From an optimization exercise on the open Yosys and OpenROAD flow, aimed at small area, a short achievable clock period and few clock cycles per item; shortcuts taken in it are not production practice.
Function was checked by simulation only, so behaviour that the tests miss may differ from the original.
Power and IR drop assume default switching activity.

### flow/flow/run.sh
#!/bin/bash
set -euo pipefail
bash standard.sh SETUP_SLACK_MARGIN=7.6 finish > standard.log 2>&1
### flow/standard.sh
#!/bin/bash
# synth_recipe.tcl (not shown) runs the flow's synth.tcl, then flattens the netlist and writes it again
# the make line also repeats each setting of config.mk as NAME=value (left out here)
make -C /OpenROAD-flow-scripts/flow DESIGN_CONFIG=/design/flow/config.mk WORK_HOME=/design/flow/orfs CLKGATE_MAP_FILE= SYNTH_SCRIPT=/design/flow/synth_recipe.tcl "${@:-finish}"
### flow/config.mk
export PLATFORM = sky130hd
export DESIGN_NAME = lpc_synth
export DESIGN_NICKNAME = lpc_synth
export VERILOG_FILES = /design/flow/design.v
export SDC_FILE = /design/flow/constraint.sdc
export NUM_CORES = 8
export LEC_CHECK = 0
export ABC_AREA = 1
export CAP_MARGIN = 20
export CORE_MARGIN = 2
export CORE_UTILIZATION = 55
export PLACE_DENSITY = 0.72
export SLEW_MARGIN = 20
### flow/constraint.sdc
create_clock -name core_clock -period 12.0 [get_ports {clk}]
set_input_delay 2.4000 -clock core_clock [delete_from_list [all_inputs] [get_ports {clk}]]
set_output_delay 2.4000 -clock core_clock [all_outputs]
set_load 0.01 [all_outputs]
### flow/design.v
module lpc_synth (
    input  wire        clk,
    input  wire        rst,
    input  wire        in_valid,
    output wire        in_ready,
    input  wire [15:0] in_data,
    output wire        out_valid,
    input  wire        out_ready,
    output wire [15:0] out_data,
    output wire [7:0]  out_sexp
);
    localparam [2:0] M_COEF  = 3'd0,    
                     M_PRIME = 3'd1,    
                     M_RUN   = 3'd2,    
                     M_LOAD  = 3'd3,    
                     M_DELTA = 3'd4,    
                     M_ALIGN = 3'd5,    
                     M_DRAIN = 3'd6;    
    reg  [2:0]  mode;
    reg         ph;           
    reg         rpass;        
    reg         conc;         
    reg         resc;         
    reg         spec;         
    reg  [3:0]  wcnt;         
    reg  [6:0]  lw;           
    reg  [4:0]  nxn;          
    reg  [6:0]  t;            
    reg  [6:0]  t0;           
    reg  [7:0]  sc;           
    reg  [7:0]  rqfb;         
    reg  [7:0]  wa;           
    reg  [6:0]  nc;           
    reg  [2:0]  dstep;        
    reg         r_run_odd;    
    reg         r_take;       
    reg         r_take_conc;  
    reg         r_coef;       
    reg         r_load;       
    reg         r_cont;       
    reg         r_contgo;     
    reg         r_shin;       
    reg         r_inrdy;      
    reg         r_srcin;      
    reg  [15:0] din_r;        
    reg         sh_r;         
    reg         sh2_r;        
    reg  [7:0]  dhi_r;        
    reg         tk_r;         
    reg         cm_r;         
    reg  [15:0] ycm, zcm;     
    reg         hm_on, hm_first;
    reg  [15:0] coef [1:16];
    reg  [15:0] nx   [1:16];        
    localparam integer RQN = 194;
    reg  [7:0]  rq   [0:RQN-1];
    reg  [15:0] st   [0:15];        
    reg  [15:0] de_z1;
    reg  [4:0]  sexp;               
    reg  [4:0]  dlt;                
    reg  [14:0] hm;                 
    reg  [19:0] pk;                 
    reg  [20:0] yr;                 
    reg         vpk;
    reg  [4:0]  pbl;                
    reg         pkz;                
    reg  [3:0]  hbl;                
    reg  [6:0]  d0r;                
    reg  [6:0]  dlo, dhi;           
    reg         q0v, q1v, q2v;
    reg  [20:0] q0, q1, q2;         
    assign out_valid = q0v;
    assign out_data  = q0[15:0];
    assign out_sexp  = {{3{q0[20]}}, q0[20:16]};
    reg  [15:0] ybc;
    reg  [7:0]  bneg, bone, btwo;      
    reg  [7:0]  bnegn, bonen, btwon;   
    reg  [15:0] yprev;
    reg  [15:0] ureg;               
    reg         urnd;               
    reg  [14:0] tf_mask;            
    reg  [35:0] cw;                 
    reg  [23:0] cal, cbl;           
    reg  [15:0] srl, srh;           
    reg         v1, v2, v3, v4;
    reg  [31:0] pp_s, pp_c;         
    reg  [31:0] xr_s, xr_c;         
    reg  [15:0] zt;
    reg  [15:0] pcm_s;              
    reg         pcm_b;              
    function [15:0] sat16_24(input [23:0] v);
        if (!v[23] && (v[22:15] != 8'h00))      sat16_24 = 16'h7fff;
        else if (v[23] && (v[22:15] != 8'hff))  sat16_24 = 16'h8000;
        else                                    sat16_24 = v[15:0];
    endfunction
    function [15:0] shl16(input [15:0] x, input [4:0] d);
        reg [15:0] w;
        begin
            if (!d[4]) w = x << d[3:0];
            else       w = $signed(x) >>> (5'd0 - d);
            shl16 = w;
        end
    endfunction
    function [4:0] bitlen20(input [19:0] v);
        integer i;
        begin
            bitlen20 = 5'd0;
            for (i = 0; i < 20; i = i + 1)
                if (v[i]) bitlen20 = i + 1;
        end
    endfunction
    function [3:0] bitlen15(input [14:0] v);
        integer i;
        begin
            bitlen15 = 4'd0;
            for (i = 0; i < 15; i = i + 1)
                if (v[i]) bitlen15 = i + 1;
        end
    endfunction
    function [47:0] csa24(input [23:0] a, input [23:0] b, input [23:0] c);
        csa24 = {a ^ b ^ c, (a & b) | (a & c) | (b & c)};
    endfunction
    function [71:0] csa36(input [35:0] a, input [35:0] b, input [35:0] c);
        csa36 = {a ^ b ^ c, ((a & b) | (a & c) | (b & c)) << 1};
    endfunction
    function [63:0] csa32(input [31:0] a, input [31:0] b, input [31:0] c);
        csa32 = {a ^ b ^ c, ((a & b) | (a & c) | (b & c)) << 1};
    endfunction
    function [2:0] brec(input [15:0] y, input integer i);
        reg [2:0] d;
        begin
            d = {y, 1'b0} >> (2 * i);
            brec = {d[2], d[1] ^ d[0], (d == 3'b011) | (d == 3'b100)};
        end
    endfunction
    localparam integer SW = 78;
    localparam [SW-1:0] S_ID = {36'd2048, 21'h000000, 21'h100000};    
    wire [SW-1:0] o_st [0:7];       
    wire [SW-1:0] d_st [1:7];       
    wire [35:0]   ms0, mc0;         
    genvar gi;
    generate
        for (gi = 0; gi < 8; gi = gi + 1) begin : g_unit
            reg  [15:0] cf;
            wire        nsel0 = spec && (t >= 7'd79 - gi);    
            wire        nsel1 = spec && (t >= 7'd72 - gi);    
            always @(posedge clk)
                cf <= ph ? (nsel0 ? nx[gi+1] : coef[gi+1])
                         : (nsel1 ? nx[gi+9] : coef[gi+9]);
            wire [SW-1:0] sin;
            if (gi < 7) begin : g_in
                assign sin = d_st[gi+1];
            end else begin : g_in7
                assign sin = o_st[0];
            end
            wire [35:0] ms, mc;
            if (gi < 4) begin : g_mp
                lpc_bmul u_mul (.clk(clk), .c(cf), .neg(bnegn), .one(bone), .two(btwo),
                                .s(ms), .cy(mc));
            end else begin : g_mn
                lpc_bmul u_mul (.clk(clk), .c(cf), .neg(~bneg), .one(~bonen), .two(~btwon),
                                .s(ms), .cy(mc));
            end
            lpc_stage u_stg (.clk(clk), .idn((gi == 0) ? ph : 1'b0), .sin(sin), .ms(ms), .mc(mc),
                             .sout(o_st[gi]));
            if (gi > 0) begin : g_d
                reg [SW-1:0] dr;
                always @(posedge clk) dr <= o_st[gi];
                assign d_st[gi] = dr;
            end
            if (gi == 0) begin : g_m0
                assign ms0 = ms;
                assign mc0 = mc;
            end
        end
    endgenerate
    wire [35:0] e_b2  = o_st[1][77:42];
    wire [20:0] e_rlb = o_st[1][41:21];
    wire [20:0] e_rhb = o_st[1][20:0];
    wire [20:0] e_rl  = e_rlb - 21'h080000;         
    wire [20:0] e_rh  = e_rhb - 21'h080000;
    wire [23:0] bh2   = e_b2[35:12];
    wire [23:0] u24   = {{8{ureg[15]}}, ureg};
    wire [23:0] cw_hi = bh2 + u24 + {23'd0, urnd};
    wire [35:0] cw_n  = {cw_hi, e_b2[11:0]};
    wire [47:0] cl1   = csa24(bh2, u24, ~{3'd0, e_rlb});
    wire [47:0] cl2   = csa24(cl1[47:24], {cl1[22:0], urnd}, 24'h080001);
    wire [23:0] cal_n = cl2[47:24] + {cl2[22:0], 1'b0};
    wire [47:0] ch1   = csa24(bh2, u24, ~{3'd0, e_rhb});
    wire [47:0] ch2   = csa24(ch1[47:24], {ch1[22:0], urnd}, 24'h080000);
    wire [23:0] cbl_n = ch2[47:24] + {ch2[22:0], 1'b0};
    wire [71:0] fw   = csa36(cw, ms0, mc0);
    wire [71:0] fa   = csa36({cal, cw[11:0]}, ms0, mc0);
    wire [71:0] fb   = csa36({cbl, cw[11:0]}, ms0, mc0);
    wire [35:0] wsum = fw[71:36] + fw[35:0];
    wire [35:0] wla  = fa[71:36] + fa[35:0];
    wire [35:0] wlb  = fb[71:36] + fb[35:0];
    wire        f_lt = wla[35];                       
    wire        f_gt = !wlb[35];                      
    wire [23:0] q    = wsum[35:12];
    wire [20:0] o_rl = d_st[1][41:21] - 21'h080000;
    wire [20:0] o_rh = d_st[1][20:0] - 21'h080000;
    wire [20:0] yraw = f_lt ? o_rl : f_gt ? o_rh : q[20:0];
    wire        q_ovf = (q[23:15] != 9'h000) && (q[23:15] != 9'h1ff);
    wire [15:0] yfin = f_lt ? srl : f_gt ? srh : sat16_24(q);
    reg  [23:0] yrec;
    integer kr;
    always @(*) begin
        for (kr = 0; kr < 8; kr = kr + 1)
            yrec[3*kr +: 3] = f_lt ? brec(srl, kr) : f_gt ? brec(srh, kr) :
                              q_ovf ? brec(q[23] ? 16'h8000 : 16'h7fff, kr) : brec(q[15:0], kr);
    end
    wire [19:0] yr_abs = yr[20] ? (20'd0 - yr[19:0]) : yr[19:0];
    wire signed [6:0] sexp7  = $signed({{2{sexp[4]}}, sexp});
    wire signed [6:0] d_raw  = 7'sd14 - $signed({2'b00, pbl});
    wire signed [6:0] d0_n   = pkz ? $signed(dhi) :
                               (d_raw > $signed(dhi)) ? $signed(dhi) :
                               (d_raw < $signed(dlo)) ? $signed(dlo) : d_raw;
    wire signed [6:0] hr     = 7'sd15 - $signed({3'b000, hbl});
    wire [14:0] hpat_z   = de_z1[14:0] ^ {15{de_z1[15]}};
    wire [14:0] hpat_y   = ycm[14:0] ^ {15{ycm[15]}};
    wire [31:0] ys  = {{16{ybc[15]}}, ybc};
    wire [63:0] p1a = csa32(32'd8198, ~(ys << 12), ~(ys << 10));    
    wire [63:0] p1b = csa32(ys << 8, ~(ys << 6), ys << 4);
    wire [63:0] p2a = csa32(p1a[63:32], p1a[31:0], p1b[63:32]);
    wire [63:0] p2b = csa32(p1b[31:0], ~(ys << 2), ys);
    wire [63:0] p3  = csa32(p2a[63:32], p2a[31:0], p2b[63:32]);
    wire [63:0] p4  = csa32(p3[63:32], p3[31:0], p2b[31:0]);
    wire [31:0] zs  = {{16{zt[15]}}, zt};
    wire [63:0] x1a = csa32(ys << 14, pp_s, pp_c);
    wire [63:0] x1b = csa32(zs << 13, zs << 12, ~(zs << 10));
    wire [63:0] x1c = csa32(~(zs << 7), zs << 2, zs);
    wire [63:0] x2a = csa32(x1a[63:32], x1a[31:0], x1b[63:32]);
    wire [63:0] x2b = csa32(x1b[31:0], x1c[63:32], x1c[31:0]);
    wire [63:0] x3  = csa32(x2a[63:32], x2a[31:0], x2b[63:32]);
    wire [63:0] x4  = csa32(x3[63:32], x3[31:0], x2b[31:0]);
    wire [31:0] xr  = xr_s + xr_c;
    wire [15:0] z_n = sat16_24({{6{xr[31]}}, xr[31:14]});
    wire [15:0] zt_sh = $signed(zt) >>> sexp[3:0];
    wire [15:0] pcms_n = sexp[4] ? sat16_24({{8{zt[15]}}, zt} << (5'd0 - sexp)) : zt_sh;
    wire        pcmb_n = !sexp[4] && (sexp != 5'd0) && zt[sexp[3:0] - 4'd1];
    wire [15:0] dq_src;
    wire [15:0] tf_shl = dq_src << sexp[3:0];
    wire        tf_ovf = |((dq_src[14:0] ^ {15{dq_src[15]}}) & tf_mask);
    wire [15:0] tf_sr  = $signed(dq_src) >>> (5'd0 - sexp);
    wire [15:0] tf_q   = sexp[4] ? tf_sr
                       : tf_ovf  ? {dq_src[15], {15{~dq_src[15]}}} : tf_shl;
    wire        tf_r   = sexp[4] & dq_src[~sexp[3:0]];       
    wire run_odd   = r_run_odd;
    wire last_real = r_cont;                      
    wire q_empty   = !q0v && !q1v && !q2v;
    wire cont_go   = r_contgo;
    wire take_conc = r_take_conc || cont_go;
    assign in_ready = r_inrdy;
    wire take_coef = r_coef && in_valid;
    wire xfer      = q0v && out_ready;
    wire commit_ok = !q2v || out_ready;
    wire commit    = v4 && commit_ok;
    wire abort     = v4 && !commit_ok;
    assign dq_src        = r_srcin ? in_data : {rq[2], rq[1]};
    wire        shift_in = r_shin && in_valid;
    wire [15:0] st_new   = shl16(st[0], resc ? dlt : 5'd0);
    wire        swap     = ((mode == M_COEF) && (nxn == 5'd16) && !tk_r) || cont_go;
    wire        prime    = (mode == M_PRIME);
    wire [7:0]  sc1      = (sc == RQN - 1) ? 8'd0 : sc + 8'd1;
    wire [7:0]  sc2      = (sc >= RQN - 2) ? sc + 8'd2 - RQN : sc + 8'd2;
    wire [9:0]  tg0      = {2'b00, rqfb} + {2'b00, t0, 1'b0} + (RQN - 31);
    wire [9:0]  tg1      = (tg0 >= RQN) ? tg0 - RQN : tg0;
    wire [9:0]  tg2      = (tg1 >= RQN) ? tg1 - RQN : tg1;
    wire [7:0]  ptgt     = tg2[7:0];
    wire        ring_pass = rpass || !conc;
    wire        prime_go = prime && ph && ((wcnt != 4'd0) || !ring_pass || (sc == ptgt));
    wire        prime_ld = prime_go;
    wire        take0    = (prime_go && (wcnt == 4'd15) && !ring_pass) || cont_go;
    wire [7:0]  wa_b     = take0 ? sc1 : wa;
    wire [7:0]  wa_n     = !shift_in ? wa_b : (wa_b >= RQN - 2) ? wa_b + 8'd2 - RQN : wa_b + 8'd2;
    wire        a0v = xfer ? q1v : q0v;
    wire        a1v = xfer ? q2v : q1v;
    wire        a2v = xfer ? 1'b0 : q2v;
    wire [20:0] a0  = xfer ? q1 : q0;
    wire [20:0] a1q = xfer ? q2 : q1;
    wire [15:0] pcm = pcm_s + {15'd0, pcm_b};
    wire [20:0] qin = {sexp, pcm};
    reg  [2:0]  mode_n;
    reg         rpass_n, conc_n, resc_n, spec_n;
    reg  [3:0]  wcnt_n;
    reg  [6:0]  lw_n, t_n, t0_n, nc_n;
    reg  [4:0]  nxn_n;
    reg  [2:0]  dstep_n;
    always @(*) begin
        mode_n  = mode;
        rpass_n = rpass;
        conc_n  = conc;
        resc_n  = resc;
        spec_n  = spec;
        wcnt_n  = wcnt;
        lw_n    = lw;
        t_n     = t;
        t0_n    = t0;
        nc_n    = nc;
        nxn_n   = nxn;
        dstep_n = dstep;
        if (take_coef)
            nxn_n = nxn + 5'd1;
        if (shift_in)
            lw_n = lw + 7'd1;
        if (commit)
            nc_n = nc + 7'd1;
        if (abort) begin
            mode_n = M_ALIGN;
            spec_n = 1'b0;
        end else begin
            case (mode)
            M_COEF: begin
                if ((nxn == 5'd16) && !tk_r) begin
                    nxn_n   = 5'd0;
                    mode_n  = M_PRIME;
                    wcnt_n  = 4'd0;
                    rpass_n = 1'b0;
                    conc_n  = 1'b1;
                    resc_n  = 1'b0;
                    lw_n    = 7'd0;
                    t0_n    = 7'd0;
                end
            end
            M_PRIME: begin
                if (prime_go) begin
                    wcnt_n = wcnt + 4'd1;
                    if (wcnt == 4'd15) begin
                        t_n    = t0;
                        resc_n = 1'b0;
                        if (r_take_conc && !in_valid) begin
                            mode_n = M_LOAD;
                            conc_n = 1'b0;
                        end else begin
                            mode_n = M_RUN;
                        end
                    end
                end
            end
            M_RUN: begin
                if (ph)
                    t_n = t + 7'd1;
                if (rpass && ph && (t == 7'd64))
                    spec_n = (nxn == 5'd16) && !tk_r;
                if (r_take_conc && !in_valid) begin
                    mode_n = M_LOAD;
                    conc_n = 1'b0;
                end
                if (!rpass && ph && (t == 7'd79))
                    mode_n = M_DELTA;
                if (rpass && ph && (t == 7'd79)) begin
                    spec_n = 1'b0;
                    if (cont_go) begin
                        nxn_n   = 5'd0;
                        rpass_n = 1'b0;
                        conc_n  = 1'b1;
                        lw_n    = {6'd0, in_valid};
                        t_n     = 7'd0;
                        if (!in_valid) begin
                            mode_n = M_LOAD;
                            conc_n = 1'b0;
                        end
                    end else begin
                        mode_n = M_DRAIN;
                    end
                end
            end
            M_DRAIN: begin
                if (nc == 7'd80)
                    mode_n = M_COEF;
            end
            M_LOAD: begin
                if (shift_in && (lw == 7'd79)) begin
                    mode_n = M_PRIME;
                    wcnt_n = 4'd0;
                    t0_n   = 7'd0;
                end
            end
            M_DELTA: begin
                dstep_n = dstep + 3'd1;
                if (dstep == 3'd2) begin
                    dstep_n = 3'd0;
                    mode_n  = M_PRIME;
                    wcnt_n  = 4'd0;
                    rpass_n = 1'b1;
                    resc_n  = 1'b1;
                    t0_n    = 7'd0;
                    nc_n    = 7'd0;
                end
            end
            M_ALIGN: begin
                mode_n = M_PRIME;
                wcnt_n = 4'd0;
                t0_n   = nc;
            end
            default: mode_n = M_COEF;
            endcase
        end
    end
    wire ph_n       = ~ph;
    wire n_run_odd  = !ph && (mode == M_RUN) && (t < 7'd80);
    wire n_take     = (n_run_odd && (t != 7'd79)) ||
                      (!ph && (mode == M_PRIME) && (wcnt == 4'd15));
    wire n_conc     = !rpass && conc;
    wire n_cont     = n_run_odd && rpass && (t == 7'd79) && spec;
    wire n_coef     = (lw_n == 7'd80) && (nxn_n != 5'd16);
    wire n_load     = (mode_n == M_LOAD) && (shift_in ? (sc == wa_b) : (sc2 == wa_b));
    wire n_contgo   = n_cont && !a0v && !commit;
    wire n_shin     = n_load || (n_take && n_conc) || n_contgo;
    integer k;
    always @(posedge clk) begin
        din_r <= in_data;
        dhi_r <= din_r[15:8];
        for (k = 0; k < RQN - 1; k = k + 1)
            rq[k] <= rq[k+1];
        rq[RQN-1] <= sh_r ? din_r[7:0] : sh2_r ? dhi_r : rq[0];
        if (tk_r) begin
            for (k = 1; k < 16; k = k + 1)
                nx[k] <= nx[k+1];
            nx[16] <= din_r;
        end
        if (swap) begin
            for (k = 1; k <= 16; k = k + 1)
                coef[k] <= nx[k];
        end
        ureg <= tf_q;
        urnd <= tf_r;
        for (k = 0; k < 15; k = k + 1)
            tf_mask[k] <= !sexp[4] && (k >= 15 - sexp[3:0]);
        cw  <= cw_n;
        cal <= cal_n;
        cbl <= cbl_n;
        srl <= sat16_24({{3{e_rl[20]}}, e_rl});
        srh <= sat16_24({{3{e_rh[20]}}, e_rh});
        if (ph)
            yprev <= ybc;
        if (prime_ld || run_odd) begin
            ybc <= prime_ld ? st_new : yfin;
            for (k = 0; k < 8; k = k + 1) begin
                {bneg[k], bone[k], btwo[k]}    <= prime_ld ? brec(st_new, k) : yrec[3*k +: 3];
                {bnegn[k], bonen[k], btwon[k]} <= ~(prime_ld ? brec(st_new, k) : yrec[3*k +: 3]);
            end
        end
        if (run_odd && !rpass)
            yr <= yraw;
        pp_s <= p4[63:32];
        pp_c <= p4[31:0];
        xr_s <= x4[63:32];
        xr_c <= x4[31:0];
        if (prime)
            zt <= de_z1;
        else if (v2)
            zt <= z_n;
        pcm_s <= pcms_n;
        pcm_b <= pcmb_n;
        q0 <= (!a0v) ? qin : a0;
        q1 <= (!a1v) ? qin : a1q;
        q2 <= (!a2v) ? qin : q2;
        pbl <= bitlen20(pk | yr_abs);
        pkz <= ((pk | yr_abs) == 20'd0);
        hbl <= bitlen15(hm | hpat_z);
        dlo <= -7'sd4 - sexp7;
        dhi <= 7'sd10 - sexp7;
        d0r <= d0_n;
        if ((mode == M_DELTA) && (dstep == 3'd2))
            dlt <= ($signed(d0r) > hr) ? hr[4:0] : d0r[4:0];    
    end
    always @(posedge clk) begin
        if (rst) begin
            mode  <= M_COEF;
            ph    <= 1'b0;
            rpass <= 1'b0;
            conc  <= 1'b0;
            resc  <= 1'b0;
            spec  <= 1'b0;
            wcnt  <= 4'd0;
            lw    <= 7'd80;
            nxn   <= 5'd0;
            t     <= 7'd0;
            t0    <= 7'd0;
            nc    <= 7'd0;
            sc    <= 8'd0;
            dstep <= 3'd0;
            v1    <= 1'b0;
            v2    <= 1'b0;
            v3    <= 1'b0;
            v4    <= 1'b0;
            vpk   <= 1'b0;
            q0v   <= 1'b0;
            q1v   <= 1'b0;
            q2v   <= 1'b0;
            de_z1 <= 16'd0;
            sexp  <= 5'd0;
            hm    <= 15'd0;
            r_run_odd   <= 1'b0;
            r_take      <= 1'b0;
            r_take_conc <= 1'b0;
            r_coef      <= 1'b0;
            r_load      <= 1'b0;
            r_cont      <= 1'b0;
            r_contgo    <= 1'b0;
            r_shin      <= 1'b0;
            r_inrdy     <= 1'b0;
            r_srcin     <= 1'b0;
            sh_r        <= 1'b0;
            sh2_r       <= 1'b0;
            tk_r        <= 1'b0;
            cm_r        <= 1'b0;
            for (k = 0; k < 16; k = k + 1)
                st[k] <= 16'd0;
        end else begin
            ph    <= ph_n;
            mode  <= mode_n;
            rpass <= rpass_n;
            conc  <= conc_n;
            resc  <= resc_n;
            spec  <= spec_n;
            wcnt  <= wcnt_n;
            lw    <= lw_n;
            nxn   <= nxn_n;
            t     <= t_n;
            t0    <= t0_n;
            nc    <= nc_n;
            sc    <= (sc == RQN - 1) ? 8'd0 : sc + 8'd1;
            wa    <= wa_n;
            if (take0)
                rqfb <= sc1;
            dstep <= dstep_n;
            r_run_odd   <= n_run_odd;
            r_take      <= n_take;
            r_take_conc <= n_take && n_conc;
            r_coef      <= n_coef;
            r_load      <= n_load;
            r_cont      <= n_cont;
            r_contgo    <= n_contgo;
            r_shin      <= n_shin;
            r_inrdy     <= n_coef || n_shin;
            r_srcin     <= (n_take && n_conc) || n_cont;
            q0v <= a0v || commit;
            q1v <= a1v || (commit && a0v);
            q2v <= a2v || (commit && a1v);
            v1 <= run_odd && rpass && !abort;
            v2 <= v1 && !abort;
            v3 <= v2 && !abort;
            v4 <= v3 && !abort;
            if (abort) begin
                v1 <= 1'b0;
                v2 <= 1'b0;
                v3 <= 1'b0;
                v4 <= 1'b0;
            end
            sh_r  <= shift_in;
            sh2_r <= sh_r;
            tk_r <= take_coef;
            cm_r <= commit;
            if (commit) begin
                ycm      <= yprev;
                zcm      <= zt;
                hm_on    <= nc[6];
                hm_first <= (nc == 7'd64);
            end
            if (cm_r) begin
                de_z1 <= zcm;
                for (k = 0; k < 15; k = k + 1)
                    st[k] <= st[k+1];
                st[15] <= ycm;
                if (hm_on)
                    hm <= (hm_first ? 15'd0 : hm) | hpat_y;
            end
            vpk <= run_odd && !rpass;
            if (vpk)
                pk <= pk | yr_abs;
            if (((mode == M_COEF) && (nxn == 5'd16) && !tk_r) || cont_go ||
                ((mode == M_LOAD) && in_valid && (lw == 7'd79)))
                pk <= 20'd0;
            if (prime_ld) begin
                for (k = 0; k < 15; k = k + 1)
                    st[k] <= st[k+1];
                st[15] <= st_new;
            end
            if (prime_ld && resc && (wcnt == 4'd0)) begin
                sexp  <= sexp + dlt;
                de_z1 <= shl16(de_z1, dlt);
            end
        end
    end
endmodule
module lpc_bmul (
    input  wire        clk,
    input  wire [15:0] c,
    input  wire [7:0]  neg,
    input  wire [7:0]  one,
    input  wire [7:0]  two,
    output reg  [35:0] s,
    output reg  [35:0] cy
);
    localparam [35:0] K = 36'hFAAAB0000;
    reg [35:0] r [0:8];
    reg [16:0] m;
    integer i;
    always @(*) begin
        r[8] = K;
        for (i = 0; i < 8; i = i + 1) begin
            m = ({17{one[i]}} & {c[15], c}) | ({17{two[i]}} & {c, 1'b0});
            m = m ^ {17{neg[i]}};
            r[i] = {19'd0, ~m[16], m[15:0]} << (2 * i);
            r[8][2*i] = neg[i];
        end
    end
    function [71:0] csa(input [35:0] a, input [35:0] b, input [35:0] d);
        csa = {a ^ b ^ d, ((a & b) | (a & d) | (b & d)) << 1};
    endfunction
    wire [71:0] l1a = csa(r[0], r[1], r[2]);
    wire [71:0] l1b = csa(r[3], r[4], r[5]);
    wire [71:0] l1c = csa(r[6], r[7], r[8]);
    wire [71:0] l2a = csa(l1a[71:36], l1a[35:0], l1b[71:36]);
    wire [71:0] l2b = csa(l1b[35:0], l1c[71:36], l1c[35:0]);
    wire [71:0] l3  = csa(l2a[71:36], l2a[35:0], l2b[71:36]);
    wire [71:0] l4  = csa(l3[71:36], l3[35:0], l2b[35:0]);
    always @(posedge clk) begin
        s  <= l4[71:36];
        cy <= l4[35:0];
    end
endmodule
module lpc_stage (
    input  wire        clk,
    input  wire        idn,         
    input  wire [77:0] sin,
    input  wire [35:0] ms,
    input  wire [35:0] mc,
    output reg  [77:0] sout
);
    wire [35:0] b   = sin[77:42];
    wire [20:0] rlb = sin[41:21];
    wire [20:0] rhb = sin[20:0];
    wire [35:0] cs_s = b ^ ms ^ mc;
    wire [35:0] cs_c = {(b[34:0] & ms[34:0]) | (b[34:0] & mc[34:0]) | (ms[34:0] & mc[34:0]), 1'b0};
    wire [35:0] bn   = cs_s + cs_c;
    wire        zl  = (b[11:0] == 12'd0);
    wire [24:0] bh  = {b[35], b[35:12]};
    wire [24:0] rl25 = {4'd0, rlb};
    wire [24:0] rh25 = {4'd0, rhb};
    wire        l_lo = $signed(bh) < $signed(rl25);
    wire        l_hi = $signed(bh) > $signed(rh25);
    wire [24:0] dh_lo = bh + 25'h100000 + ~rl25 + {24'd0, ~zl};    
    wire [24:0] dh_hi = bh + 25'h0fffff + ~rh25 + {24'd0, ~zl};    
    wire        h_lo = dh_lo[24];
    wire        h_hi = !dh_hi[24];
    wire [20:0] xh  = b[32:12] + 21'h100000 - {20'd0, zl};
    wire [20:0] rln = l_lo ? rlb : l_hi ? rhb : b[32:12];
    wire [20:0] rhn = h_lo ? rlb : h_hi ? rhb : xh;
    always @(posedge clk)
        sout <= idn ? {36'd2048, 21'h000000, 21'h100000} : {bn, rln, rhn};
endmodule
==> impl_results.md, run 1 <==
* Reg2Reg Depth at 41
* Antenna violations before repair at 66
* Root buffer cell: clkbuf_16
* CP Max Fanout at 8
* Ys async rst share at 0
* Final cycle utilization of the critical path at 0.444
* Final nets at 27400
* Fraction of final layout cells with drive strength greater than 1 at 0.107
* F_max at 188 MHz
* Yosys reg bits at 4795
* Period minus WS final at 5.33 ns
* Routed WL at 718000 µm
* Post-route cell area at 0.268 mm²
* Setup violators final at 0
* Initial Util at 0.553
* Post-Syn Area per Cell at 9.94 µm²
* Slew Viols, Final at 0
* Worst vdd ir at 0.323 mV
* Hold depth at 0
* Total chip power at 0.0801 W
* RSZ-0062 raised after global routing: yes
* Number of routed nets with antenna violations at 0
* Overall global routing resource usage at 0.320
* Critical Path End Type: flop
* Yosys warns at 12
* Placed insts at 28600
* Vias at 173000
* Slowest stage delay, CP at 0.60 ns
* Hold Violations, Final at 0
* Initial DRC Count at 18900
* CTS max path bufs at 4
* Mapped Cells at 23600
* Final core utilization at 0.632
* Hpwl dp at 509000 µm
* CTS tree: done
* Synth Net Count at 27100
* Global-route wire length before repair at 1050000 µm
* Top FF cell, synth: dfxtp_1
* Area Growth Syn to Fin at 14.2%
* Die Area at 0.432 mm²
* CTS clk-pin slew, worst paths at 0.07 ns
* Clk sinks at 4795
* Worst slew pin tran at 1.26 ns
* Number of I/O pins at 46
* Vias in the first global route at 168000
* Hold WC Path Type: reg2reg
* Post-synth cell types at 79
* TNS Setup at 0 ns
* Commonest non-fill, non-tap cell in the layout: dfxtp_1
* GRT Residual Overflow at 0
* Wire per inst at 24.0 µm
* Crit path kind: reg2reg
* Worst-Skew Late Latency at 1.06 ns
* GPL Wtd Cong at 1.01
* IO buf count at 45
* Rel. slew slack at 0.158
* Die X at 657 µm
* Crit path max-delay cell type: fa_2
* Most frequent cells in the layout: dfxtp_1, inv_1, nand2_1
* Die Y at 657 µm
* Run status: timing/DRC/antenna clean
* DR vias/cell at 5.77
* Pleak at 120 nW
* Standard-cell rows at 239
* Post-synth EDFFs at 767
* Part of the Yosys area used for sequential elements at 0.442
* Core box area at 0.424 mm²
* DRC at 0
* PwrDens at 299 mW/mm²
* Drt pass-1 iters at 9
* Pin count of the biggest net entering global routing at 157
* Worst Path Required at 12.94 ns
* Max Cap Violations at 0
* Crit path DAT at 6.27 ns
* H-tree levels at 5
* Layout Cells excl Fill at 30000
* Worst Clk Skew at 0.0800 ns
* Synth Cell Area at 0.235 mm²
* CTS buffer count at 469
* Worst setup SP type: flop
* Placed inst area at 0.241 mm²
-- flip-flops by register name, summed over array words and instances, names as in the netlist, 24 cells and up --
signal	cells
pp_s	30
g_unit.u_stg.sout	624
pp_c	29
g_unit.g_mp.u_mul.s	128
st	256
g_unit.g_mn.u_mul.s	128
cbl	24
g_unit.g_mp.u_mul.cy	116
g_unit.g_mn.u_mul.cy	116
cw	36
xr_s	30
coef	256
xr_c	30
nx	256
rq	1552
g_unit.g_d.dr	534
cal	24
g_unit.cf	128
-- what timing repair did --
item                                   in CTS  in global routing
endpoints found under the hold margin       0                  0
pin swaps                                 139                334
hold buffers                                0                  0
setup endpoints to repair                 908                809
buffers inserted                          165                155
cloned                                     73                 27
resized for setup                         894                987
-- final cells by class --
cell class	count	area (µm²)
antenna	50	125
tap	5663	7090
inverter	3458	13200
clock buffer	652	13500
sequential	4795	104000
fill	33500	156000
clock inverter	223	2940
multi-input combinational	14500	120000
timing repair inverter	29	478
timing repair buffer	632	7170
-- final timing paths --
check / from / endpoint / slack [ns]
worst max-delay path: rqfb[1] / st[1][4] / 6.67
worst min-delay path: rq[51][2] / rq[50][2] / 0.27
worst max register to register: rqfb[1] / st[1][4] / 6.67
worst min register to register: rq[51][2] / rq[50][2] / 0.27
-- worst max-delay path: cells and delay by family, from the launching register on --
kind | cells | cell delay (ns)
AOI/OAI and AO/OA | 1 | 0.16
adders and majority gates | 4 | 1.05
buffers and inverters | 16 | 1.68
DFF | 1 | 0.39
and+or+nand+nor | 20 | 1.93
-- metal layers --
metal  global-route usage  share of wire  wire [µm]
met5                    0        0.00025        181
met2                0.476           0.42     304000
met4                0.159          0.061      43700
met1                0.430           0.40     288000
met3               0.0892           0.11      82200
-- synth_stat cells (99+ instances only) --
cell type,count,area (µm²)
a21oi_1,1249,6250
a31oi_1,179,1120
buf_1,99,372
clkbuf_1,785,2950
dfxtp_1,4028,80600
edfxtp_1,767,23000
fa_1,1293,25900
ha_1,2218,27800
inv_1,3394,12700
nand2_1,2368,8890
nand3_1,422,2110
nor2_1,1288,4830
nor3_1,103,515
o211ai_1,317,2380
o21ai_0,1495,7480
o22ai_1,1058,6620
xnor2_1,179,1570
xor2_1,1497,13100
-- logic make-up (layout without fill, tap and decap cells) --
kind of cell,Yosys count,after routing,synth area share
flops,4795,4795,0.442
compound gates,4732,4732,0.116
simple gates,4506,4521,0.0792
buf+inv,4375,4994,0.0705
fa+ha+maj,3512,3512,0.229
xor+xnor,1676,1676,0.0626
mux,20,20,0.000880
other cells,0,50,0
-- per-stage QoR --
step / hold slack [ns] / setup WS [ns]
finish: 0.270 / 6.67
global placement: 0.310 / 5.10
detailed placement: 0.312 / 5.07
floorplan: 0.310 / 4.30
global route: 0.269 / 6.45
CTS: 0.274 / 6.75
-- power breakdown --
| part | switching (W) | internal (W) | total [W] |
|---|---|---|---|
| clock network | 0.00661 | 0.00890 | 0.0155 |
| logic | 0.0260 | 0.0154 | 0.0413 |
| registers | 0.00330 | 0.0199 | 0.0232 |
Testbench counts, summed over its fixed seeds: cycles 21,564, frames 60.
==> inputs of run 2 (changes only) <==
--- a/flow/config.mk
+++ b/flow/config.mk
@@ -8,6 +8,6 @@
 export ABC_AREA = 1
 export CAP_MARGIN = 20
 export CORE_MARGIN = 2
-export CORE_UTILIZATION = 55
-export PLACE_DENSITY = 0.72
+export CORE_UTILIZATION = 40
+export PLACE_DENSITY = 0.6
 export SLEW_MARGIN = 20
==> run 2 against run 1 <==
Compared with the run above: non-clock buffer count rose by 22; sequential power is essentially flat; sequential cell count is the same; largest cell class unchanged; setup slack gained 0.15 ns; final cell count grew 7.5%; register-to-register slack improved by 0.15 ns; global-route usage fell by 8.0 points; synthesized cell count is the same.
==> impl_results.md, run 2 <==
* Sw Ratio at 0.447 (-0.00149)
* Number of routed nets with antenna violations at 0 (unchanged)
* Wire per inst at 23.0 µm (-4.2%)
* Worst vdd ir at 0.302 mV (-6.3%)
* Die Area at 0.593 mm² (+37%)
* CTS clk-pin slew, worst paths at 0.07 ns (about the same)
* Worst slew pin tran at 1.31 ns (+0.0548 ns)
* Rel. slew slack at 0.124 (-0.0334)
* RSZ-0062 raised after global routing: yes
* Max Cap Violations at 0 (unchanged)
* Setup violators final at 0 (unchanged)
* Hpwl dp at 537000 µm (+5.4%)
* Post-Syn Area per Cell at 9.94 µm² (unchanged)
* Combinational Power Share at 0.508 (-0.008)
* Number of I/O pins at 46 (unchanged)
* Hold Buf Count CTS at 0 (unchanged)
* Synth cell count leaders: dfxtp_1, inv_1, nand2_1, ha_1, xor2_1
* Period minus WS final at 5.18 ns (-0.145 ns)
* Ys async rst share at 0 (unchanged)
* CTS tree: done
* Slowest stage delay, CP at 0.38 ns (-0.22 ns)
* Switch Pwr at 0.0366 W (+2.0%)
* Final core utilization at 0.465 (-0.166)
* Synth top area cells: dfxtp_1, ha_1, fa_1
* Synth Net Count at 27100 (unchanged)
* Initial DRC Count at 15200 (-19%)
* IO buf count at 45 (unchanged)
* Post-synth EDFFs at 767 (unchanged)
* Die X at 770 µm (+17%)
* Max FFs per register at 1552 (unchanged)
* DR vias/cell at 5.26 (-8.8%)
* TNS Setup at 0 ns (unchanged)
* Biggest register: rq
* Clk sinks at 4795 (unchanged)
* Layout Cells excl Fill at 32200 (+7.5%)
* Fillers at 54300 (+62%)
* CTS buffer count at 524 (+12%)
* Power share of the clock group at 0.206 (+0.012)
* Most frequent cells in the layout: dfxtp_1, inv_1, nand2_1
* Top FF cell, synth: dfxtp_1
* Post-synth cell types at 79 (unchanged)
* Largest registers: rq x1552, g_unit.u_stg.sout x624, g_unit.g_d.dr x534
* Vias at 170000 (-1.9%)
* Hold WC Path Type: reg2reg
* Met3 usage at 0.0561 (-0.0330)
* Met1 usage at 0.333 (-0.0971)
* Pin count of the biggest net entering global routing at 161 (+2.5%)
* Crit path max-delay cell type: edfxtp_1
* Reg area at 0.104 mm² (about the same)
* Crit path kind: reg2reg
* Yosys reg bits at 4795 (unchanged)
* Int Pwr at 0.0453 W (+2.6%)
* Core box area at 0.585 mm² (+38%)
* Overall global routing resource usage at 0.241 (-0.0796)
* Post-synth top area cell: dfxtp_1
* Fraction of final layout cells with drive strength greater than 1 at 0.108 (+0.00130)
* Die Y at 770 µm (+17%)
* Vias in the first global route at 167000 (-0.78%)
* Root buffer cell: clkbuf_16
* Hold Violations, Final at 0 (unchanged)
* Part of the Yosys area used for sequential elements at 0.442 (unchanged)
* M2 GR Usage at 0.362 (-0.114)
* Commonest non-fill, non-tap cell in the layout: dfxtp_1
* Initial Util at 0.401 (-0.152)
* Worst Clk Skew at 0.105 ns (+0.0247 ns)
* DRC at 0 (unchanged)
* CP Max Fanout at 9 (+1)
* Cell mode on critical path: buf_4
* Placed insts at 30700 (+7.5%)
* Slew Viols, Final at 0 (unchanged)
* Routed WL at 739000 µm (+3.0%)
* Worst-Skew Late Latency at 1.12 ns (+0.06 ns)
* Synth Cell Area at 0.235 mm² (unchanged)
* Mapped Cells at 23600 (unchanged)
* Final cycle utilization of the critical path at 0.432 (-0.0121)
* Drt pass-1 iters at 6 (-3)
* Antenna violations before repair at 69 (+4.5%)
* H-tree levels at 6 (+1)
* Area Growth Syn to Fin at 16.0%
* PwrDens at 301 mW/mm² (+0.78%)
* F_max at 193 MHz (+2.8%)
* GRT Residual Overflow at 0 (unchanged)
* Synth top area share at 0.344 (unchanged)
* Multi-input combinational cell area at 0.120 mm² (-0.12%)
* Crit path DAT at 6.18 ns (-0.09 ns)
* GPL Wtd Cong at 0.956 (-5.4%)
* Global-route wire length before repair at 1080000 µm (+2.9%)
* Standard-cell rows at 281 (+18%)
* Most crowded layer after global routing: met2
* Flop pwr share at 0.286 (-0.004)
* Worst setup SP type: flop
* Pleak at 121 nW (+0.66%)
* Critical Path End Type: flop
* Worst Path Required at 13.00 ns (+0.06 ns)
* CTS max path bufs at 4 (unchanged)
* Top-count cell post-synth: dfxtp_1
* Hold_ws at 0.310 ns (+0.0403 ns)
* Yosys warns at 12 (unchanged)
* Run status: timing/DRC/antenna clean
* Final nets at 27500 (+0.28%)
[run 2: cell counts after synthesis]
No cell type changed its count.
[run 2: path summary, 6_finish.rpt]
check / cells after the start / slack, ns / start / to
worst max-delay path: 38 / 6.82 / rqfb[1] / st[11][11]
worst min-delay path: 0 / 0.31 / rq[34][1] / rq[33][1]
worst max register to register: 38 / 6.82 / rqfb[1] / st[11][11]
worst min register to register: 0 / 0.31 / rq[34][1] / rq[33][1]
[run 2: worst max-delay path, delay by kind of cell (launching register included)]
kind,cells,cell delay (ns)
compound gates,2,0.40
xor+xnor,1,0.19
fa+ha+maj,3,0.67
buf+inv,14,1.61
flops,1,0.38
simple gates,18,1.74
[run 2: final cells by class]
type                            instances  share of cell area
Clock inverter                        238              0.0123
Timing Repair inverter                 28             0.00164
Sequential cell                      4795               0.381
Timing Repair Buffer                  654              0.0253
Tap cell                             7782              0.0358
Antenna cell                           65            0.000597
Multi-Input combinational cell      14500               0.439
Inverter                             3458              0.0484
Clock buffer                          721              0.0552
[run 2: what timing repair did]
item | 4_1_cts | 5_1_grt
cloned | 54 | 36
gates resized for setup | 808 | 977
setup endpoints to repair | 850 | 640
setup buffers | 179 | 160
pin swaps | 173 | 380
[run 2: through the flow]
stage / worst slack (ns) / area (µm²) / power, W
6_report: 6.82 / 272000 / 0.0819
5_1_grt: 6.54 / 272000 / 0.0876
4_1_cts: 6.69 / 267000 / 0.0795
3_5_place_dp: 4.72 / 243000 / 0.0600
3_3_place_gp: 4.67 / 243000 / 0.0596
2_1_floorplan: 4.30 / 235000 / 0.0468
[run 2: metal layers]
| metal | vias to the layer above | wire length, µm |
|---|---|---|
| li1 | 78600 | - |
| met1 | 82900 | 323000 |
| met4 | 34 | 34600 |
| met2 | 6501 | 317000 |
| met5 | - | 240 |
| met3 | 1458 | 64700 |
[run 2: power by group through the flow]
stage	clock, W	sequential, W	combinational (W)
after detailed placement	0	0.0236	0.0364
after global placement	0	0.0236	0.0360
after global routing	0.0179	0.0236	0.0461
after floorplan	0	0.0216	0.0252
final	0.0169	0.0234	0.0416
after CTS	0.0172	0.0233	0.0389
[run 2: cell families after synthesis]
group | Yosys count | synth area share
flip-flops | 4795 | 0.442
AO/OA/AOI/OAI | 4732 | 0.116
AND/OR/NAND/NOR | 4506 | 0.0792
buffers and inverters | 4375 | 0.0705
adder cells (fa/ha/maj) | 3512 | 0.229
XOR/XNOR | 1676 | 0.0626
multiplexers | 20 | 0.000880
==> inputs of run 3 (changes only) <==
--- a/flow/design.v
+++ b/flow/design.v
@@ -264,12 +264,9 @@
     wire        prime    = (mode == M_PRIME);
     wire [7:0]  sc1      = (sc == RQN - 1) ? 8'd0 : sc + 8'd1;
     wire [7:0]  sc2      = (sc >= RQN - 2) ? sc + 8'd2 - RQN : sc + 8'd2;
-    wire [9:0]  tg0      = {2'b00, rqfb} + {2'b00, t0, 1'b0} + (RQN - 31);
-    wire [9:0]  tg1      = (tg0 >= RQN) ? tg0 - RQN : tg0;
-    wire [9:0]  tg2      = (tg1 >= RQN) ? tg1 - RQN : tg1;
-    wire [7:0]  ptgt     = tg2[7:0];
     wire        ring_pass = rpass || !conc;
     wire        prime_go = prime && ph && ((wcnt != 4'd0) || !ring_pass || (sc == ptgt));
+    reg  [7:0]  ptgt;
     wire        prime_ld = prime_go;
     wire        take0    = (prime_go && (wcnt == 4'd15) && !ring_pass) || cont_go;
     wire [7:0]  wa_b     = take0 ? sc1 : wa;
@@ -379,6 +376,7 @@
             end
             M_DELTA: begin
                 dstep_n = dstep + 3'd1;
+                t0_n    = 7'd0;
                 if (dstep == 3'd2) begin
                     dstep_n = 3'd0;
                     mode_n  = M_PRIME;
@@ -390,14 +388,20 @@
                 end
             end
             M_ALIGN: begin
-                mode_n = M_PRIME;
-                wcnt_n = 4'd0;
-                t0_n   = nc;
+                t0_n = nc;
+                if (t0 == nc) begin
+                    mode_n = M_PRIME;
+                    wcnt_n = 4'd0;
+                end
             end
             default: mode_n = M_COEF;
             endcase
         end
     end
+    wire [7:0]  rqfb_n   = take0 ? sc1 : rqfb;
+    wire [9:0]  tg0      = {2'b00, rqfb} + {2'b00, t0, 1'b0} + (RQN - 31);
+    wire [9:0]  tg1      = (tg0 >= RQN) ? tg0 - RQN : tg0;
+    wire [9:0]  tg2      = (tg1 >= RQN) ? tg1 - RQN : tg1;
     wire ph_n       = ~ph;
     wire n_run_odd  = !ph && (mode == M_RUN) && (t < 7'd80);
     wire n_take     = (n_run_odd && (t != 7'd79)) ||
@@ -524,8 +528,8 @@
             nc    <= nc_n;
             sc    <= (sc == RQN - 1) ? 8'd0 : sc + 8'd1;
             wa    <= wa_n;
-            if (take0)
-                rqfb <= sc1;
+            rqfb  <= rqfb_n;
+            ptgt  <= tg2[7:0];
             dstep <= dstep_n;
             r_run_odd   <= n_run_odd;
             r_take      <= n_take;
==> run 3 against run 2 <==
Compared with the run above: still clean on timing, DRC and antenna; first-iteration DRC count grew 8.3%; wire length grew 8.4%; critical path depth shrank 29; hold slack lost 0.025 ns; combinational power grew 7.9%; setup slack gained 0.74 ns; clock power is essentially flat; final cell count grew 4.1%; clock skew shrank 0.017 ns; power grew 4.0%; area after synthesis grew 2.7%.
==> impl_results.md, run 3 <==
* Combinational Power Share at 0.526 (+0.018)
* Clk sinks at 4803 (+0.17%)
* Reg2Reg Depth at 9 (-76%)
* Most frequent cells in the layout: dfxtp_1, inv_1, nand2_1
* Synth top area cells: dfxtp_1, ha_1, fa_1
* Pleak at 120 nW (-1.0%)
* Rel. slew slack at 0.199 (+0.0747)
* CTS buffer count at 525 (+0.19%)
* Post-Syn Area per Cell at 9.58 µm² (-3.6%)
* CTS tree: done
* Standard-cell rows at 285 (+1.4%)
* CTS clk-pin slew, worst paths at 0.06 ns (about the same)
* Worst r2r src: bnegn[5]
* Sw Ratio at 0.476 (+0.0297)
* Die X at 780 µm (+1.3%)
* RSZ-0062 raised after global routing: yes
* Part of the Yosys area used for sequential elements at 0.431 (-0.0107)
* Worst setup SP type: flop
* Root buffer cell: clkbuf_16
* Worst Hold Launch: g_unit[3].u_stg.sout[42]
* Flop pwr share at 0.276 (-0.010)
* Switch Pwr at 0.0406 W (+11%)
* Crit path kind: reg2reg
* DRC at 0 (unchanged)
* Hold WC Path Type: reg2reg
* GPL Wtd Cong at 0.982 (+2.8%)
* Int Pwr at 0.0446 W (-1.6%)
* Biggest register: rq
* Crit path DAT at 5.45 ns (-0.73 ns)
* Mapped Cells at 25200 (+6.5%)
* M2 GR Usage at 0.390 (+0.0276)
* GRT Residual Overflow at 0 (unchanged)
* Period minus WS final at 4.44 ns (-0.744 ns)
* Overall global routing resource usage at 0.256 (+0.0147)
* Global-route wire length before repair at 1170000 µm (+7.9%)
* F_max at 225 MHz (+17%)
* Worst vdd ir at 0.228 mV (-25%)
* TNS Setup at 0 ns (unchanged)
* Number of I/O pins at 46 (unchanged)
* Crit path cell chain: buf_4 -> clkinv_2 -> buf_4 -> xor2_1 -> fa_1 -> fa_1 -> fa_1 -> inv_1 -> fa_1
* Final cycle utilization of the critical path at 0.370 (-0.0620)
* Crit path buf inv count at 4 (-10)
* Hpwl dp at 614000 µm (+14%)
* Synth top area share at 0.335 (-0.00913)
* Slowest stage delay, CP at 0.66 ns (+0.28 ns)
* Hold depth at 0 (unchanged)
* Wire per inst at 23.9 µm (+4.1%)
* Cell mode on critical path: fa_1
* Final nets at 28600 (+4.1%)
* Most crowded layer after global routing: met2
* Initial DRC Count at 16500 (+8.3%)
* CTS max path bufs at 4 (unchanged)
* Pin count of the biggest net entering global routing at 160 (-0.62%)
* Synth Net Count at 28700 (+5.7%)
* CP Max Fanout at 39 (+30)
* Worst-Skew Late Latency at 1.11 ns (about the same)
* PwrDens at 317 mW/mm² (+5.3%)
* Worst slew pin tran at 1.20 ns (-0.112 ns)
* Worst Clk Skew at 0.0875 ns (-0.0171 ns)
* Fillers at 57600 (+6.0%)
* Post-synth EDFFs at 775 (+1.0%)
* Synth Cell Area at 0.241 mm² (+2.7%)
* Antenna violations before repair at 66 (-4.3%)
* Crit path max-delay cell type: fa_1
* Initial Util at 0.401 (about the same)
* Critical Path End Type: flop
* Ys async rst share at 0 (unchanged)
* Commonest non-fill, non-tap cell in the layout: dfxtp_1
* Final setup margin at 7.56 ns (+0.744 ns)
* Fraction of final layout cells with drive strength greater than 1 at 0.0563 (-0.0520)
* Die Area at 0.609 mm² (+2.7%)
* Power share of the clock group at 0.197 (-0.009)
* Met1 usage at 0.350 (+0.0172)
* Die Y at 780 µm (+1.3%)
* Hold Violations, Final at 0 (unchanged)
* Yosys warns at 12 (unchanged)
* Yosys reg bits at 4803 (+0.17%)
* DR vias/cell at 5.27 (about the same)
* Top FF cell, synth: dfxtp_1
* Met3 usage at 0.0562 (+0.0000932)
* Area Growth Syn to Fin at 11.5%
* Top-count cell post-synth: dfxtp_1
* Setup slack, reg-to-reg at 7.56 ns (+0.74 ns)
* Drt pass-1 iters at 8 (+2)
* Max Cap Violations at 0 (unchanged)
* Worst Path Required at 13.01 ns (about the same)
* Number of routed nets with antenna violations at 0 (unchanged)
* Slew Viols, Final at 0 (unchanged)
* Largest registers: rq x1552, g_unit.u_stg.sout x624, g_unit.g_d.dr x534
* Run status: timing/DRC/antenna clean
* Crit-path leading delay family: adder cells
* Post-synth cell types at 84 (+6.3%)
* IO buf count at 45 (unchanged)
* Routed WL at 802000 µm (+8.4%)
* Max FFs per register at 1552 (unchanged)
* Post-synth top area cell: dfxtp_1
* Core box area at 0.601 mm² (+2.8%)
* Sink of the worst hold path: g_unit[3].g_d.dr[42]
* Vias at 177000 (+4.2%)
* Synth cell count leaders: dfxtp_1, inv_1, nand2_1, ha_1, o21ai_0
* End of the worst register-to-register path: g_unit[0].g_mp.u_mul.s[19]
* Placement Setup Slack at 6.39 ns (+1.67 ns)
* Setup violators final at 0 (unchanged)
* Vias in the first global route at 173000 (+3.9%)
* H-tree levels at 6 (unchanged)
-- run 3: cell types whose count changed in the layout (fill, tap and decap cells not counted), sizes merged, moves of 52 or more --
cell and change:
xor2 -73, clkbuf -57, o211ai -129, nand3 +246, nor3 +65, nand2 +688
nor2 +284, nand4 +62, a31oi -72, buf -357, xnor2 +52, o21ai +220
-- run 3: layout make-up --
cell class              count  area [µm²]  area share
clock buffers             678       14600      0.0544
inverters                3518       13300      0.0494
flip-flops and latches   4803      104000       0.387
well taps                8036       10100      0.0374
multi-input cells       15900      121000       0.449
repair inverters            4        22.5   0.0000838
repair buffers            281        2420     0.00901
clock inverters           273        3670      0.0136
diodes                     36        90.1    0.000335
-- run 3: worst max path at each step --
| stage | startpoint | endpoint | slack [ns] | cells past startpoint |
|---|---|---|---|---|
| floorplan | tk_r | pk[0] | 7.58 | 9 |
| global placement | out_ready | q1[14] | 6.40 | 7 |
| detailed placement | out_ready | q1[13] | 6.39 | 7 |
| CTS | cw[1] | bonen[5] | 7.60 | 17 |
| global route | g_unit[0].g_mp.u_mul.s[29] | bonen[1] | 7.52 | 19 |
| finish | bnegn[5] | g_unit[0].g_mp.u_mul.s[19] | 7.56 | 9 |
-- run 3: power by group through the flow --
stage / logic [W] / clock network [W] / registers [W]
after global routing: 0.0494 / 0.0178 / 0.0237
after floorplan: 0.0286 / 0 / 0.0216
after CTS: 0.0437 / 0.0172 / 0.0235
final: 0.0449 / 0.0168 / 0.0235
after detailed placement: 0.0431 / 0 / 0.0238
after global placement: 0.0428 / 0 / 0.0238
-- run 3: routing by layer --
| layer | vias to the layer above | share of wire | wire (µm) |
|---|---|---|---|
| met5 | - | 0.00019 | 150 |
| li1 | 82600 | - | - |
| met3 | 1576 | 0.085 | 68200 |
| met4 | 24 | 0.049 | 39100 |
| met2 | 6923 | 0.43 | 344000 |
| met1 | 85600 | 0.44 | 350000 |
-- run 3: logic make-up after synthesis --
| kind of cell | synth area share |
|---|---|
| and+or+nand+nor | 0.101 |
| buffers and inverters | 0.0699 |
| adders and majority gates | 0.222 |
| xor gates and xnor gates | 0.0603 |
| DFF | 0.431 |
| muxes | 0.000737 |
| AOI/OAI and AO/OA | 0.115 |
-- run 3: per-stage QoR --
stage	power [W]	area (µm²)	util	instances	hold slack [ns]
detailed placement	0.0669	250000	0.415	32500	0.312
CTS	0.0843	268000	0.446	33500	0.299
global route	0.0910	269000	0.447	33500	0.295
finish	0.0852	269000	0.447	33500	0.285
floorplan	0.0502	241000	-	25200	0.310
global placement	0.0666	250000	0.415	32500	0.310
-- run 3: worst reg2reg max path, delay by kind of cell, from the launching register on --
| kind | cells | cell delay, ns |
|---|---|---|
| buffers and inverters | 4 | 1.37 |
| flip-flops | 1 | 0.38 |
| XOR/XNOR | 1 | 0.39 |
| adder cells (fa/ha/maj) | 4 | 2.23 |
-- run 3: what timing repair did --
action | CTS | global route
setup endpoints to repair | 442 | 326
gates cloned | 2 | 5
setup buffers | 8 | 16
gates resized for setup | 73 | 101
pin swaps | 1 | 8
hold buffers | 0 | 0
Testbench counts of run 3, summed over its fixed seeds: cycles 21,564, frames 60.
==> inputs of run 4 (changes only) <==
--- a/flow/config.mk
+++ b/flow/config.mk
@@ -6,8 +6,8 @@
 export NUM_CORES = 8
 export LEC_CHECK = 0
 export ABC_AREA = 1
-export CAP_MARGIN = 20
+export CAP_MARGIN = 10
 export CORE_MARGIN = 2
-export CORE_UTILIZATION = 40
-export PLACE_DENSITY = 0.6
-export SLEW_MARGIN = 20
+export CORE_UTILIZATION = 55
+export PLACE_DENSITY = 0.72
+export SLEW_MARGIN = 10
==> run 4 against run 3 <==
Compared with the run above: combinational power is 2% lower; sequential share of layout area up 0.71 points; clock skew increased by 0.041 ns; still clean on timing, DRC and antenna.
==> impl_results.md, run 4 <==
* Mapped Cells at 25200 (unchanged)
* Cell mode on critical path: fa_1
* Worst Path Required at 12.96 ns (-0.05 ns)
* Worst Clk Skew at 0.129 ns (+0.0413 ns)
* Routed WL at 762000 µm (-4.9%)
* Commonest non-fill, non-tap cell in the layout: dfxtp_1
* Global-route wire length before repair at 1120000 µm (-4.0%)
* Placed insts at 30200 (-7.0%)
* RSZ-0062 raised after global routing: yes
* Switch Pwr at 0.0395 W (-2.6%)
* CP Max Fanout at 57 (+46%)
* Post-synth EDFFs at 775 (unchanged)
* Period minus WS final at 4.41 ns (-0.0259 ns)
* Vias at 178000 (+0.92%)
* Initial DRC Count at 18100 (+9.7%)
* Crit path max-delay cell type: buf_4
* PwrDens at 315 mW/mm² (-0.57%)
* Pin count of the biggest net entering global routing at 179 (+12%)
* TNS Setup at 0 ns (unchanged)
* Largest registers: rq x1552, g_unit.u_stg.sout x624, g_unit.g_d.dr x534
* Yosys reg bits at 4803 (unchanged)
* Final setup margin at 7.59 ns (+0.0259 ns)
* Setup violators final at 0 (unchanged)
* Root buffer cell: clkbuf_16
* Final cycle utilization of the critical path at 0.368 (-0.00216)
* Synth Cell Area at 0.241 mm² (unchanged)
* Sw Ratio at 0.475 (-0.00127)
* Drt pass-1 iters at 6 (-2)
* CTS max path bufs at 4 (unchanged)
* Synth top area cells: dfxtp_1, ha_1, fa_1
* Max FFs per register at 1552 (unchanged)
* Max Cap Violations at 0 (unchanged)
* Flop pwr share at 0.282 (+0.006)
* CTS tree: done
* Top-count cell post-synth: dfxtp_1
* Area Growth Syn to Fin at 9.50%
* Synth cell count leaders: dfxtp_1, inv_1, nand2_1, ha_1, o21ai_0
* Yosys warns at 12 (unchanged)
* Die X at 666 µm (-15%)
* DRC at 0 (unchanged)
* Slew Viols, Final at 0 (unchanged)
* Synth Net Count at 28700 (unchanged)
* CTS buffer count at 470 (-10%)
* H-tree levels at 5 (-1)
* Power share of the clock group at 0.186 (-0.011)
* Fraction of final layout cells with drive strength greater than 1 at 0.0517 (-0.00455)
* Hold Buf Count CTS at 0 (unchanged)
* Synth top area share at 0.335 (unchanged)
* Vias in the first global route at 174000 (+0.49%)
* Crit path kind: reg2reg
* Most frequent cells in the layout: dfxtp_1, inv_1, nand2_1
* Antenna violations before repair at 72 (+9.1%)
* Critical Path End Type: flop
* Combinational Power Share at 0.532 (+0.006)
* Core box area at 0.437 mm² (-27%)
* Crit-path leading delay family: adder cells
* Biggest register: rq
* Hold WC Path Type: reg2reg
* Standard-cell rows at 243 (-15%)
* Clk sinks at 4803 (unchanged)
* Reg area at 0.104 mm² (about the same)
* Hpwl dp at 580000 µm (-5.5%)
* F_max at 227 MHz (+0.59%)
* Worst slew pin tran at 1.30 ns (+0.0956 ns)
* Wire per inst at 24.4 µm (+2.2%)
* Post-synth top area cell: dfxtp_1
* Hold Violations, Final at 0 (unchanged)
* Overall global routing resource usage at 0.337 (+0.0813)
* Rel. slew slack at 0.135 (-0.0637)
* Number of routed nets with antenna violations at 0 (unchanged)
* Crit path buf inv count at 2 (-2)
* Placement Setup Slack at 6.55 ns (+0.158 ns)
* Post-synth cell types at 84 (unchanged)
* Fillers at 37000 (-36%)
* Layout Cells excl Fill at 31200 (-7.0%)
* Worst setup SP type: flop
* Post-Syn Area per Cell at 9.58 µm² (unchanged)
* Number of I/O pins at 46 (unchanged)
* Pleak at 119 nW (-0.83%)
* GRT Residual Overflow at 0 (unchanged)
* Crit path cell chain: buf_4 -> o22ai_1 -> xor2_1 -> fa_1 -> fa_1 -> fa_1 -> inv_1 -> fa_1
* Initial Util at 0.551 (+0.150)
* Worst vdd ir at 0.266 mV (+17%)
* Final core utilization at 0.604 (+0.157)
* DR vias/cell at 5.72 (+8.5%)
* Final nets at 28500 (-0.21%)
* Die Y at 666 µm (-15%)
* Hold_ws at 0.227 ns (-0.0588 ns)
* Ys async rst share at 0 (unchanged)
* Int Pwr at 0.0437 W (-2.2%)
* Multi-input combinational cell area at 0.121 mm² (about the same)
* GPL Wtd Cong at 1.01 (+2.8%)
* Top FF cell, synth: dfxtp_1
* Part of the Yosys area used for sequential elements at 0.431 (unchanged)
* Slowest stage delay, CP at 0.80 ns (+0.14 ns)
* CTS clk-pin slew, worst paths at 0.06 ns (about the same)
* Worst-Skew Late Latency at 1.08 ns (-0.03 ns)
* Crit path DAT at 5.37 ns (-0.08 ns)
* Run status: timing/DRC/antenna clean
* IO buf count at 45 (unchanged)
* Die Area at 0.444 mm² (-27%)
==> run 4: cell types whose count changed in the layout (fill, tap and decap cells not counted), moves of 12 or more <==
cell	delta
dfxtp_1	+12
clkbuf_8	-14
clkbuf_1	+22
clkinv_2	-16
clkbuf_16	-45
clkinv_16	-14
==> run 4: layer usage <==
| metal | GRT usage | wire (µm) |
|---|---|---|
| met1 | 0.448 | 311000 |
| met2 | 0.501 | 321000 |
| met3 | 0.0874 | 78900 |
| met4 | 0.187 | 50600 |
| met5 | 0 | 314 |
==> run 4: power by group through the flow <==
| stage | Combinational, W | Clock (W) | Sequential, W |
|---|---|---|---|
| floorplan | 0.0286 | 0 | 0.0216 |
| global placement | 0.0421 | 0 | 0.0236 |
| detailed placement | 0.0424 | 0 | 0.0237 |
| CTS | 0.0430 | 0.0157 | 0.0233 |
| global route | 0.0487 | 0.0163 | 0.0236 |
| finish | 0.0442 | 0.0155 | 0.0235 |
==> run 4: metrics by stage <==
stage	instance area, µm²	total power, W
finish	264000	0.0832
detailed placement	247000	0.0661
global route	264000	0.0886
floorplan	241000	0.0502
CTS	263000	0.0820
global placement	247000	0.0658
==> run 4: kinds of logic (layout without fill, tap and decap cells) <==
| kind of cell | Yosys count | in the layout | share of synthesized area |
|---|---|---|---|
| AO/OA/AOI/OAI | 4861 | 4861 | 0.115 |
| other | 0 | 41 | 0 |
| XOR/XNOR | 1655 | 1655 | 0.0603 |
| adder cells (fa/ha/maj) | 3509 | 3509 | 0.222 |
| multiplexers | 17 | 17 | 0.000737 |
| AND/OR/NAND/NOR | 5867 | 5867 | 0.101 |
| flip-flops | 4803 | 4803 | 0.431 |
| buffers and inverters | 4445 | 4676 | 0.0699 |
==> run 4: final timing paths <==
path / start / cells after the start / endpoint / slack (ns)
worst max-delay path: btwon[4] / 8 / g_unit[4].g_mn.u_mul.s[19] / 7.59
worst min-delay path: rq[160][6] / 0 / rq[159][6] / 0.23
worst max register to register: btwon[4] / 8 / g_unit[4].g_mn.u_mul.s[19] / 7.59
worst min register to register: rq[160][6] / 0 / rq[159][6] / 0.23
==> run 4: timing repair <==
| item | 4_1_cts | 5_1_grt |
|---|---|---|
| pin swaps | 1 | 5 |
| setup buffers | 10 | 21 |
| cloned | 1 | 2 |
| resized for setup | 59 | 64 |
| endpoints found under the setup margin | 433 | 418 |
==> run 4: layout make-up <==
type                    count  area share
multi-input cells       15900       0.457
flip-flops and latches   4803       0.394
clock buffers             641      0.0506
inverters                3518      0.0503
well taps                5757      0.0273
clock inverters           236      0.0117
repair buffers            280     0.00894
diodes                     41    0.000389
repair inverters            1   0.0000190
==> inputs of run 5 (changes only) <==
--- a/flow/config.mk
+++ b/flow/config.mk
@@ -6,8 +6,8 @@
 export NUM_CORES = 8
 export LEC_CHECK = 0
 export ABC_AREA = 1
-export CAP_MARGIN = 10
+export CAP_MARGIN = 5
 export CORE_MARGIN = 2
 export CORE_UTILIZATION = 55
 export PLACE_DENSITY = 0.72
-export SLEW_MARGIN = 10
+export SLEW_MARGIN = 5
==> run 5 against run 4 <==
Compared with the run above: die area stayed put; maximum frequency stayed put; power stayed put; sequential share of layout area stayed put; design area stayed put; core utilization stayed put; clock-buffer cell count stayed put; sequential cell count stayed put; first-iteration DRC count stayed put; critical endpoint unchanged; highest routed layer unchanged.
==> impl_results.md, run 5 <==
* GPL Wtd Cong at 1.01 (unchanged)
* Die Area at 0.444 mm² (unchanged)
* Hold Buf Count CTS at 0 (unchanged)
* Synth top area share at 0.335 (unchanged)
* Area Growth Syn to Fin at 9.50% (unchanged)
* Max Cap Violations at 0 (unchanged)
* Crit path buf inv count at 2 (unchanged)
* TNS Setup at 0 ns (unchanged)
* Total chip power at 0.0832 W (unchanged)
* Fillers at 37000 (unchanged)
* Antenna violations before repair at 72 (unchanged)
* Synth Net Count at 28700 (unchanged)
* Post-synth EDFFs at 775 (unchanged)
* Crit path cell chain: buf_4 -> o22ai_1 -> xor2_1 -> fa_1 -> fa_1 -> fa_1 -> inv_1 -> fa_1
* Period minus WS final at 4.41 ns (unchanged)
* Core box area at 0.437 mm² (unchanged)
* Number of routed nets with antenna violations at 0 (unchanged)
* Post-synth top area cell: dfxtp_1
* Part of the Yosys area used for sequential elements at 0.431 (unchanged)
* Ys async rst share at 0 (unchanged)
* CTS tree: done
* Slew Viols, Final at 0 (unchanged)
* Worst-Skew Late Latency at 1.08 ns (about the same)
* Mapped Cells at 25200 (unchanged)
* GRT Residual Overflow at 0 (unchanged)
* Worst Path Required at 12.96 ns (about the same)
* Initial Util at 0.551 (unchanged)
* F_max at 227 MHz (unchanged)
* Top FF cell, synth: dfxtp_1
* Commonest non-fill, non-tap cell in the layout: dfxtp_1
* Vias in the first global route at 174000 (unchanged)
* Critical path origin: btwon[4]
* PwrDens at 315 mW/mm² (unchanged)
* Global-route wire length before repair at 1120000 µm (unchanged)
* IO buf count at 45 (unchanged)
* Pleak at 119 nW (unchanged)
* Post-Syn Area per Cell at 9.58 µm² (unchanged)
* Die Y at 666 µm (unchanged)
* Run status: timing/DRC/antenna clean
* Die X at 666 µm (unchanged)
* Crit path kind: reg2reg
* DR vias/cell at 5.72 (unchanged)
* Most frequent cells in the layout: dfxtp_1, inv_1, nand2_1
* DRC at 0 (unchanged)
* Root buffer cell: clkbuf_16
* Synth Cell Area at 0.241 mm² (unchanged)
* Largest registers: rq x1552, g_unit.u_stg.sout x624, g_unit.g_d.dr x534
* Slowest stage delay, CP at 0.80 ns (about the same)
* Initial DRC Count at 18100 (unchanged)
* Worst Hold Launch: rq[160][6]
* Crit-path leading delay family: adder cells
* Yosys reg bits at 4803 (unchanged)
* Hpwl dp at 580000 µm (unchanged)
* Synth top area cells: dfxtp_1, ha_1, fa_1
* Setup violators final at 0 (unchanged)
* CP Max Fanout at 57 (unchanged)
* Synth cell count leaders: dfxtp_1, inv_1, nand2_1, ha_1, o21ai_0
* Top-count cell post-synth: dfxtp_1
* Drt pass-1 iters at 6 (unchanged)
* Max FFs per register at 1552 (unchanged)
* Vias at 178000 (unchanged)
* Worst slew pin tran at 1.30 ns (unchanged)
* Cell mode on critical path: fa_1
* Final nets at 28500 (unchanged)
* Pin count of the biggest net entering global routing at 179 (unchanged)
* Critical Path End Type: flop
* Worst Clk Skew at 0.129 ns (unchanged)
* Worst r2r src: btwon[4]
* CTS buffer count at 470 (unchanged)
* CTS clk-pin slew, worst paths at 0.06 ns (about the same)
* Overall global routing resource usage at 0.337 (unchanged)
[run 5: cell counts in the layout (fill, tap and decap cells not counted)]
Identical to the previous run, type by type.
[run 5: final timing paths]
check | to | slack, ns | cells after the start
worst max-delay path | g_unit[4].g_mn.u_mul.s[19] | 7.59 | 8
worst min-delay path | rq[159][6] | 0.23 | 0
worst max register to register | g_unit[4].g_mn.u_mul.s[19] | 7.59 | 8
worst min register to register | rq[159][6] | 0.23 | 0
[run 5: logic make-up (layout without fill, tap and decap cells)]
family,count (synthesis),in the layout,synth area share
and+or+nand+nor,5867,5867,0.101
AOI/OAI and AO/OA,4861,4861,0.115
DFF,4803,4803,0.431
buffers and inverters,4445,4676,0.0699
adders and majority gates,3509,3509,0.222
xor gates and xnor gates,1655,1655,0.0603
muxes,17,17,0.000737
other,0,41,0
[run 5: report_power, final]
part | switching, W | total, W | internal (W)
logic | 0.0294 | 0.0442 | 0.0149
registers | 0.00361 | 0.0235 | 0.0199
clock network | 0.00653 | 0.0155 | 0.00893
total | 0.0395 | 0.0832 | 0.0437
[run 5: metal layers]
metal  global-route usage  vias up  wire length [µm]
met5                    0        -               314
met4                0.187       40             50600
met3               0.0874     2052             78900
met2                0.501     8583            321000
met1                0.448    85200            311000
li1                     -    82400                 -
[run 5: final cells by class]
type / instances / area, µm² / share of cell area
Sequential cell: 4803 / 104000 / 0.394
Multi-Input combinational cell: 15900 / 121000 / 0.457
Antenna cell: 41 / 103 / 0.000389
Inverter: 3518 / 13300 / 0.0503
Clock buffer: 641 / 13400 / 0.0506
Timing Repair Buffer: 280 / 2360 / 0.00894
Clock inverter: 236 / 3080 / 0.0117
Tap cell: 5757 / 7200 / 0.0273
Timing Repair inverter: 1 / 5.00 / 0.0000190
[run 5: stage by stage]
| stage | std cells | worst slack (ns) | util | cell area [µm²] | hold slack (ns) |
|---|---|---|---|---|---|
| CTS | 31100 | 7.52 | 0.603 | 263000 | 0.247 |
| global placement | 30200 | 6.56 | 0.564 | 247000 | 0.310 |
| detailed placement | 30200 | 6.55 | 0.564 | 247000 | 0.312 |
| finish | 31200 | 7.59 | 0.604 | 264000 | 0.227 |
| floorplan | 25200 | 7.58 | - | 241000 | 0.310 |
| global route | 31200 | 7.57 | 0.604 | 264000 | 0.263 |
[run 5: what timing repair did]
item | in CTS | in global routing
setup endpoints to repair | 433 | 418
pin swaps | 1 | 5
gates resized for setup | 59 | 64
gates cloned | 1 | 2
hold endpoints to repair | 0 | 0
buffers inserted | 10 | 21

Setup slack of run 5, layout unchanged: 7.587 ns with ideal ports, 7.534 ns with driving cells assumed (clock clkbuf_16, inputs buf_2), 6.804 ns with port delays also shifted by the 1.135 ns mid clock arrival.
